This is an optimization exercise on Yosys and OpenROAD, whose aim is small area, a short achievable clock period and few clock cycles per item, not a production implementation. Function was checked by simulation only, so behaviour that the tests miss may differ from the original. No activity file was given, so power comes from the tool's default toggle rates.

## design.v

```verilog
module hacodec (
    input  wire       clk,
    input  wire       rst,
    input  wire       in_valid,
    output wire       in_ready,
    input  wire [7:0] in_data,
    input  wire       in_last,
    output wire       out_valid,
    input  wire       out_ready,
    output wire [7:0] out_data,
    output wire       out_last
);
    localparam [7:0] MAXLEN = 8'd10;
    localparam [2:0] S_OK     = 3'd0;
    localparam [2:0] S_CONFIG = 3'd1;
    localparam [2:0] S_TOOBIG = 3'd2;
    localparam [2:0] S_BADBCD = 3'd3;
    localparam [2:0] S_BADLEN = 3'd4;
    localparam [2:0] S_RANGE  = 3'd5;
    localparam [2:0] S_ILLEGAL= 3'd6;
    localparam [2:0] S_HALTED = 3'd7;
    localparam [7:0] OP_BCDDEC = 8'h00;
    localparam [7:0] OP_BCDENC = 8'h01;
    localparam [7:0] OP_ADRENC = 8'h10;
    localparam [7:0] OP_ADRDEC = 8'h11;
    localparam [7:0] OP_CMDENC = 8'h20;
    localparam [7:0] OP_CMDDEC = 8'h21;
    localparam [7:0] OP_FBUILD = 8'h30;
    localparam [7:0] OP_FLOAD  = 8'h31;
    localparam [7:0] OP_FPARSE = 8'h32;
    localparam [7:0] OP_FREAD  = 8'h33;
    localparam [7:0] OP_FCLR   = 8'h34;
    localparam [7:0] OP_TSENC  = 8'h40;
    localparam [7:0] OP_TSDEC  = 8'h41;
    localparam [7:0] OP_V16ENC = 8'h42;
    localparam [7:0] OP_V16DEC = 8'h43;
    localparam [7:0] OP_TSPUT  = 8'h44;
    localparam [7:0] OP_TSGET  = 8'h45;
    localparam [7:0] OP_V16PUT = 8'h46;
    localparam [7:0] OP_V16GET = 8'h47;
    localparam [7:0] OP_STATUS = 8'hF0;
    localparam [1:0] ST_RX   = 2'd0;
    localparam [1:0] ST_EXEC = 2'd1;
    localparam [1:0] ST_TX   = 2'd2;
    function [7:0] bcd_dec;            
        input [7:0] b;
        bcd_dec = b[7:4] * 8'd10 + {4'd0, b[3:0]};
    endfunction
    function bcd_ok;
        input [7:0] b;
        bcd_ok = (b[7:4] <= 4'd9) && (b[3:0] <= 4'd9);
    endfunction
    function [7:0] bcd_enc;            
        input [7:0] v;
        reg [7:0] tens, units;
        begin
            tens    = v / 8'd10;
            units   = v % 8'd10;
            bcd_enc = {tens[3:0], units[3:0]};
        end
    endfunction
    function [15:0] comb16;            
        input [7:0] hi;
        input [7:0] lo;
        comb16 = {8'd0, bcd_dec(hi)} * 16'd100 + {8'd0, bcd_dec(lo)};
    endfunction
    function [15:0] enc16;             
        input [15:0] v;
        reg [15:0] h, l;
        begin
            h     = v / 16'd100;
            l     = v % 16'd100;
            enc16 = {bcd_enc(h[7:0]), bcd_enc(l[7:0])};
        end
    endfunction
    reg [7:0] fbuf [0:9];              
    reg [3:0] flen;                    
    reg       st_fatal;                
    reg [2:0] st_err;                  
    reg [1:0] state;
    reg [8:0] rcnt;                    
    reg [7:0] opsel;
    reg [7:0] rb [1:11];               
    reg [7:0] ob [0:11];
    reg [3:0] olen;                    
    reg [3:0] optr;
    assign in_ready  = (state == ST_RX);
    assign out_valid = (state == ST_TX);
    assign out_data  = ob[optr];
    assign out_last  = (optr == olen - 4'd1);
    wire [8:0] rlen = rcnt;            
    reg        known;
    reg [8:0]  exp_len;
    reg [2:0]  status;
    reg [7:0]  res [0:11];
    reg [3:0]  res_len;
    reg        wr_frame;               
    reg [7:0]  nf [0:9];
    reg [3:0]  nflen;
    reg        wr_err;
    reg        set_fatal;
    reg [15:0] v16, y16;
    reg        rng_bad;
    integer    k;
    always @(*) begin
        known   = 1'b1;
        exp_len = 9'd1;
        case (opsel)
            OP_FPARSE, OP_FREAD, OP_FCLR, OP_TSGET, OP_V16GET, OP_STATUS:
                exp_len = 9'd1;
            OP_BCDDEC, OP_BCDENC, OP_ADRDEC, OP_CMDDEC:
                exp_len = 9'd2;
            OP_ADRENC, OP_V16ENC, OP_V16DEC:
                exp_len = 9'd3;
            OP_CMDENC, OP_V16PUT:
                exp_len = 9'd4;
            OP_TSENC, OP_TSDEC:
                exp_len = 9'd7;
            OP_TSPUT:
                exp_len = 9'd8;
            OP_FLOAD:
                exp_len = 9'd2 + {1'b0, rb[1]};
            OP_FBUILD:
                exp_len = 9'd3 + {1'b0, rb[2]};
            default:
                known = 1'b0;
        endcase
        status    = S_OK;
        res_len   = 4'd1;
        wr_frame  = 1'b0;
        wr_err    = (opsel != OP_STATUS);
        set_fatal = 1'b0;
        nflen     = 4'd0;
        v16       = 16'd0;
        y16       = 16'd0;
        rng_bad   = 1'b0;
        for (k = 0; k < 12; k = k + 1) res[k] = 8'h00;
        for (k = 0; k < 10; k = k + 1) nf[k] = 8'h00;
        if (st_fatal && opsel != OP_STATUS) begin
            status = S_HALTED;
            wr_err = 1'b0;
        end else if (!known) begin
            status = S_ILLEGAL;
        end else if ((opsel == OP_FLOAD && rlen < 9'd2) ||
                     (opsel == OP_FBUILD && rlen < 9'd3) ||
                     rlen != exp_len) begin
            status = S_ILLEGAL;
        end else if (opsel == OP_CMDENC && (rb[1] > 8'd1 || rb[2] > 8'd1)) begin
            status = S_ILLEGAL;
        end else begin
            case (opsel)
                OP_BCDDEC: begin
                    status  = bcd_ok(rb[1]) ? S_OK : S_BADBCD;
                    res[1]  = bcd_dec(rb[1]);
                    res_len = 4'd2;
                end
                OP_BCDENC: begin
                    if (rb[1] > 8'd99) status = S_RANGE;
                    else begin
                        res[1]  = bcd_enc(rb[1]);
                        res_len = 4'd2;
                    end
                end
                OP_ADRENC: begin
                    if (rb[1] > 8'd15 || rb[2] > 8'd15) begin
                        status    = S_CONFIG;
                        set_fatal = 1'b1;
                    end else begin
                        res[1]  = {rb[1][3:0], rb[2][3:0]};
                        res_len = 4'd2;
                    end
                end
                OP_ADRDEC: begin
                    res[1]  = {4'd0, rb[1][7:4]};
                    res[2]  = {4'd0, rb[1][3:0]};
                    res_len = 4'd3;
                end
                OP_CMDENC: begin
                    if (rb[3] > 8'd63) begin
                        status    = S_CONFIG;
                        set_fatal = 1'b1;
                    end else begin
                        res[1]  = {rb[1][0], rb[2][0], rb[3][5:0]};
                        res_len = 4'd2;
                    end
                end
                OP_CMDDEC: begin
                    res[1]  = {7'd0, rb[1][7]};
                    res[2]  = {7'd0, rb[1][6]};
                    res[3]  = {2'd0, rb[1][5:0]};
                    res_len = 4'd4;
                end
                OP_FBUILD: begin
                    if (rb[2] > MAXLEN - 8'd1) status = S_TOOBIG;
                    else begin
                        wr_frame = 1'b1;
                        nf[0]    = rb[1];
                        for (k = 1; k < 10; k = k + 1)
                            if (k <= rb[2]) nf[k] = rb[k + 2];
                        nflen = rb[2][3:0] + 4'd1;
                    end
                end
                OP_FLOAD: begin
                    if (rb[1] == 8'd0 || rb[1] > MAXLEN) status = S_BADLEN;
                    else begin
                        wr_frame = 1'b1;
                        for (k = 0; k < 10; k = k + 1)
                            if (k < rb[1]) nf[k] = rb[k + 2];
                        nflen = rb[1][3:0];
                    end
                end
                OP_FPARSE: begin
                    if (flen == 4'd0) status = S_BADLEN;
                    else begin
                        res[1] = fbuf[0];
                        res[2] = {4'd0, flen - 4'd1};
                        for (k = 1; k < 10; k = k + 1) res[k + 2] = fbuf[k];
                        res_len = flen + 4'd2;
                    end
                end
                OP_FREAD: begin
                    res[1] = {4'd0, flen};
                    for (k = 0; k < 10; k = k + 1) res[k + 2] = fbuf[k];
                    res_len = flen + 4'd2;
                end
                OP_FCLR: begin
                    wr_frame = 1'b1;
                    nflen    = 4'd0;
                end
                OP_TSENC: begin
                    y16 = {rb[1], rb[2]};
                    rng_bad = (y16 > 16'd9999) || (rb[3] > 8'd99) || (rb[4] > 8'd99) ||
                              (rb[5] > 8'd99) || (rb[6] > 8'd99);
                    if (rng_bad) status = S_RANGE;
                    else begin
                        {res[1], res[2]} = enc16(y16);
                        res[3]  = bcd_enc(rb[3]);
                        res[4]  = bcd_enc(rb[4]);
                        res[5]  = bcd_enc(rb[5]);
                        res[6]  = bcd_enc(rb[6]);
                        res_len = 4'd7;
                    end
                end
                OP_TSDEC: begin
                    status = (bcd_ok(rb[1]) && bcd_ok(rb[2]) && bcd_ok(rb[3]) &&
                              bcd_ok(rb[4]) && bcd_ok(rb[5]) && bcd_ok(rb[6])) ? S_OK : S_BADBCD;
                    y16 = comb16(rb[1], rb[2]);
                    res[1]  = y16[15:8];
                    res[2]  = y16[7:0];
                    res[3]  = bcd_dec(rb[3]);
                    res[4]  = bcd_dec(rb[4]);
                    res[5]  = bcd_dec(rb[5]);
                    res[6]  = bcd_dec(rb[6]);
                    res_len = 4'd7;
                end
                OP_V16ENC: begin
                    v16 = {rb[1], rb[2]};
                    if (v16 > 16'd9999) status = S_RANGE;
                    else begin
                        {res[1], res[2]} = enc16(v16);
                        res_len = 4'd3;
                    end
                end
                OP_V16DEC: begin
                    status  = (bcd_ok(rb[1]) && bcd_ok(rb[2])) ? S_OK : S_BADBCD;
                    v16     = comb16(rb[1], rb[2]);
                    res[1]  = v16[15:8];
                    res[2]  = v16[7:0];
                    res_len = 4'd3;
                end
                OP_TSPUT: begin
                    y16 = {rb[2], rb[3]};
                    rng_bad = (y16 > 16'd9999) || (rb[4] > 8'd99) || (rb[5] > 8'd99) ||
                              (rb[6] > 8'd99) || (rb[7] > 8'd99);
                    if (rng_bad) status = S_RANGE;
                    else begin
                        wr_frame = 1'b1;
                        nf[0] = rb[1];
                        {nf[1], nf[2]} = enc16(y16);
                        nf[3] = bcd_enc(rb[4]);
                        nf[4] = bcd_enc(rb[5]);
                        nf[5] = bcd_enc(rb[6]);
                        nf[6] = bcd_enc(rb[7]);
                        nflen = 4'd7;
                    end
                end
                OP_TSGET: begin
                    if (flen < 4'd7) status = S_BADLEN;
                    else begin
                        status = (bcd_ok(fbuf[1]) && bcd_ok(fbuf[2]) && bcd_ok(fbuf[3]) &&
                                  bcd_ok(fbuf[4]) && bcd_ok(fbuf[5]) && bcd_ok(fbuf[6])) ? S_OK : S_BADBCD;
                        y16 = comb16(fbuf[1], fbuf[2]);
                        res[1]  = y16[15:8];
                        res[2]  = y16[7:0];
                        res[3]  = bcd_dec(fbuf[3]);
                        res[4]  = bcd_dec(fbuf[4]);
                        res[5]  = bcd_dec(fbuf[5]);
                        res[6]  = bcd_dec(fbuf[6]);
                        res_len = 4'd7;
                    end
                end
                OP_V16PUT: begin
                    v16 = {rb[2], rb[3]};
                    if (v16 > 16'd9999) status = S_RANGE;
                    else begin
                        wr_frame = 1'b1;
                        nf[0] = rb[1];
                        {nf[1], nf[2]} = enc16(v16);
                        nflen = 4'd3;
                    end
                end
                OP_V16GET: begin
                    if (flen < 4'd3) status = S_BADLEN;
                    else begin
                        status  = (bcd_ok(fbuf[1]) && bcd_ok(fbuf[2])) ? S_OK : S_BADBCD;
                        v16     = comb16(fbuf[1], fbuf[2]);
                        res[1]  = v16[15:8];
                        res[2]  = v16[7:0];
                        res_len = 4'd3;
                    end
                end
                OP_STATUS: begin
                    res[1]  = {st_fatal, 4'd0, st_err};
                    res[2]  = MAXLEN;
                    res_len = 4'd3;
                end
                default: ;
            endcase
        end
        if (status != S_OK && status != S_BADBCD) res_len = 4'd1;
        res[0] = {5'd0, status};
    end
    always @(posedge clk) begin
        if (rst) begin
            state    <= ST_RX;
            rcnt     <= 9'd0;
            optr     <= 4'd0;
            olen     <= 4'd1;
            flen     <= 4'd0;
            st_fatal <= 1'b0;
            st_err   <= 3'd0;
            for (k = 0; k < 10; k = k + 1) fbuf[k] <= 8'h00;
        end else begin
            case (state)
                ST_RX: begin
                    if (in_valid) begin
                        if (rcnt == 9'd0) opsel <= in_data;
                        else if (rcnt <= 9'd11) rb[rcnt[3:0]] <= in_data;
                        if (rcnt != 9'h1FF) rcnt <= rcnt + 9'd1;
                        if (in_last) state <= ST_EXEC;
                    end
                end
                ST_EXEC: begin
                    for (k = 0; k < 12; k = k + 1) ob[k] <= res[k];
                    olen <= res_len;
                    optr <= 4'd0;
                    if (wr_err) st_err <= status;
                    if (set_fatal) st_fatal <= 1'b1;
                    if (wr_frame) begin
                        for (k = 0; k < 10; k = k + 1) fbuf[k] <= nf[k];
                        flen <= nflen;
                    end
                    state <= ST_TX;
                end
                default: begin  
                    if (out_ready) begin
                        if (optr == olen - 4'd1) begin
                            state <= ST_RX;
                            rcnt  <= 9'd0;
                        end else begin
                            optr <= optr + 4'd1;
                        end
                    end
                end
            endcase
        end
    end
endmodule
```

## run.sh

```bash
#!/bin/bash
# synth_recipe.tcl (not shown) runs the flow's synth.tcl, then flattens the netlist and writes it again
# the make line also repeats each setting of config.mk as NAME=value (left out here)
make -C /OpenROAD-flow-scripts/flow DESIGN_CONFIG=/design/flow/config.mk WORK_HOME=/design/flow/orfs CLKGATE_MAP_FILE= SYNTH_SCRIPT=/design/flow/synth_recipe.tcl finish
```

## config.mk

```make
export PLATFORM = sky130hd
export DESIGN_NAME = hacodec
export DESIGN_NICKNAME = hacodec
export VERILOG_FILES = /design/flow/design.v
export SDC_FILE = /design/flow/constraint.sdc
export NUM_CORES = 4
export LEC_CHECK = 0
export CAP_MARGIN = 20
export CORE_MARGIN = 2
export CORE_UTILIZATION = 40
export SLEW_MARGIN = 20
```

## constraint.sdc

```tcl
create_clock -name core_clock -period 10.0 [get_ports {clk}]
set_input_delay 2.0000 -clock core_clock [delete_from_list [all_inputs] [get_ports {clk}]]
set_output_delay 2.0000 -clock core_clock [all_outputs]
set_load 0.01 [all_outputs]
```

==> run summary <==
flip-flops by register name, indices dropped and copies added, names as in the netlist:
signal	count
ob	91
st_err	3
st_fatal	1
rb	88
fbuf	80
optr	4
flen	4
rcnt	9
olen	4
state	2
opsel	8
Yosys cell counts, types with 53 or more instances:
cell / instances / area share
nand2_1: 317 / 0.043
nor2_1: 313 / 0.043
a21oi_1: 263 / 0.048
o21ai_0: 194 / 0.035
ha_1: 191 / 0.087
edfxtp_1: 187 / 0.20
xnor2_1: 168 / 0.053
clkbuf_1: 161 / 0.022
nand3_1: 111 / 0.020
dfxtp_1: 107 / 0.078
nor3_1: 96 / 0.017
and2_1: 72 / 0.016
inv_1: 68 / 0.0093
a22oi_1: 64 / 0.017
a222oi_1: 53 / 0.019
placed cells by master (no fill, tap or decap), types with 72 or more instances in the layout:
cell	Yosys	routed
dfxtp_1	107	107
a21oi_1	263	263
nor3_1	96	95
o21ai_0	194	194
and2_1	72	72
nor2_1	313	311
nand3_1	111	111
ha_1	191	191
xnor2_1	168	168
nand2_1	317	317
edfxtp_1	187	187
power groups by stage:
stage	logic [uW]	registers [uW]	clock network [uW]
2_1_floorplan	382	1330	0
3_3_place_gp	486	1330	0
3_5_place_dp	485	1330	0
4_1_cts	488	1310	1340
5_1_grt	547	1310	1380
6_report	494	1310	1330
per-layer routing:
metal	vias to the layer above	track usage	routed length, um
li1	12365	-	-
met1	12295	0.356	41200
met4	4	0.105	3940
met3	182	0.0380	6680
met5	-	0	24
met2	1007	0.396	40900
worst min-delay path: stages (launching register included):
cell and delay (ns):
dfxtp_1 0.30, nand2_1 0.05, a21oi_1 0.05
final cells by class:
type | count | area (um^2)
tap | 882 | 1100
inverter | 81 | 309
multi-input combinational | 2745 | 18600
timing repair buffer | 75 | 613
fill | 6776 | 38800
clock inverter | 12 | 151
clock buffer | 51 | 1030
antenna | 1 | 2.50
sequential | 294 | 7760
cell families after synthesis:
| group | count (synthesis) |
|---|---|
| DFF | 294 |
| buffers and inverters | 298 |
| AOI/OAI and AO/OA | 1083 |
| xor gates and xnor gates | 212 |
| and+or+nand+nor | 1167 |
| adders and majority gates | 232 |
| muxes | 51 |
per-stage QoR:
step,cells,hold slack (ns),power (uW),setup slack [ns],area (um^2)
6_report,4141,0.446,3130,1.06,29600
5_1_grt,4140,0.465,3240,0.264,29600
3_5_place_dp,4077,0.439,1820,1.12,28400
3_3_place_gp,4076,0.435,1820,1.34,28400
4_1_cts,4140,0.447,3130,1.11,29500
2_1_floorplan,3337,0.427,1710,2.85,27500
worst max path at each step:
stage / cells after the start / endpoint / from
4_1_cts: 26 / ob[2][2] / rb[1][3]
5_1_grt: 29 / ob[2][3] / rb[1][3]
3_3_place_gp: 28 / ob[2][3] / rb[1][4]
3_5_place_dp: 26 / ob[2][2] / rb[1][7]
2_1_floorplan: 33 / ob[2][3] / rb[1][5]
6_report: 29 / ob[2][3] / rb[1][3]
==> flow_metrics.tcl <==
set metrics [dict create \
    synth_nets 3573 \
    min_delay_path_depth 2 \
    seq_area_frac_synth 0.282 \
    p_switching_uw 859 \
    wl_um 92800 \
    synth_edf_count 187 \
    grt_max_degree 81 \
    cts_root_buf "clkbuf_16" \
    crit_type "flop to flop" \
    area_growth_pct 7.45 \
    arrival_ns 9.34 \
    p_clk_frac 0.425 \
    slowest_delay_ns 0.79 \
    slew_viol_final 0 \
    critPathCaptureType "flop" \
    via_per_inst 6.24 \
    drc 0 \
    h-tree-depth 2 \
    r2r-start "rb[1][3]" \
    rows 96 \
    synthCells 3337 \
    min_from "fbuf[7][0]" \
    vdd_drop_max_uv 89.0 \
    worst_setup_path_start_kind "flop" \
    cp.buffers_inverters 2 \
    drtIter0Drc 3087 \
    fin_crit_sh 0.894 \
    critical_path.max_fanout 31 \
    finalHoldViolCount 0 \
    worst_pin_slew_ns 1.16 \
    cts_hold_buf 0 \
    clock_sinks 294 \
    cts_buffer_depth 3 \
    die_area_um2 70900 \
    die_w_um 266 \
    synth-compound-area-share 0.270 \
    cap_viol_max_count 0 \
    period_needed_ns 8.94 \
    first_global_vias 23810 \
    synth_mux_area_frac 0.0199 \
    drive_gt1_frac 0.0583 \
    synth_top_family_by_area "compound AO/OA/AOI/OAI gates" \
    async_reset_ff_frac 0 \
    setup_viol 0 \
    yosys_warnings 5 \
    power.density_nw_per_um2 106 \
    cp.required_ns 10.40 \
    cts_tree "yes" \
    gp_routability_congestion 0.958 \
    finClkSkew_ns 0.0221 \
    grt_overflow 0 \
    leakagePower_uw 0.0108 \
    pin_count 24 \
    p_seq_frac 0.417 \
    portBuffers 23 \
    r2r-end "ob[2][3]" \
    yosys_most_used_dff "edfxtp_1" \
    cts.reportedPaths.clkPinSlew_ns 0.06 \
    cts_buffers 35 \
    ant_nets 0 \
    synthXorXnorAreaFrac 0.0678 \
    die_h_um 266 \
    swShare 0.274 \
    cp_slowest_cell "a31oi_1" \
    nets 3468 \
    rsz0062_at_grt "false" \
    final_util 0.432 \
    clock_latency_ns 0.56 \
    hold_end "fbuf[7][0]" \
    max_slew_margin 0.222 \
    r2r_setup_slack_ns 1.06 \
    globalRouteTotalUtil 0.256 \
    yosys_register_bits 294 \
    netlist_area_um2 27500 \
    post-cts-setup-buffers 0 \
    fin_setup_tns_ns 0 \
    hpwl_um 68300 \
    critical_path.top_delay_family "compound AO/OA/AOI/OAI gates" \
    start_util 0.402 \
    pwr-share-comb 0.158 \
    outcome "complete, no violations" \
    timing.fmax_ghz 0.112 \
    synth.distinct_cells 122 \
    synth_fa_ha_area_frac 0.113 \
    wl_per_cell_um 22.4 \
    min_path_type "flop to flop" \
    num_vias 25853 \
    antenna_found_initial 3 \
    p_int_uw 2270 \
    dr.pass1.iters 9 \
    avgSynthCellArea_um2 8.24 \
    grt_pass1_wl_um 143000 \
    yosys.area_share.simple 0.203 \
    placeableCoreArea_um2 68300 \
    rr_worst_depth 29 \
    cts-resized-gates 0 \
]
Testbench counts, summed over its fixed seeds: cycles 265,792, requests 32,000.

## re-timing with driven ports
The flow's constraints put no driver on any port. The routed layout listed below was extracted and timed again, unchanged, in two steps.
Step 1, drivers: a clkbuf_16 drives clk and a buf_2 each remaining input, both assumed.
Step 2, shift: input delay + t, output delay - t, t = (earliest + latest rising clock arrival at the registers) / 2. This alone moves slack from input paths to output paths.
Slacks: no drivers / after step 1 / after step 2; pairs: no drivers / after step 1.
shift t [ns]: 0.613
slack for setup (ns): 1.061 / 1.061 / 1.061
pins driven straight from the clock port: 1
After both steps this run still meets setup and hold. The setup slack of this run moves by 0.000 ns with the drivers and by 0.000 ns with both steps.
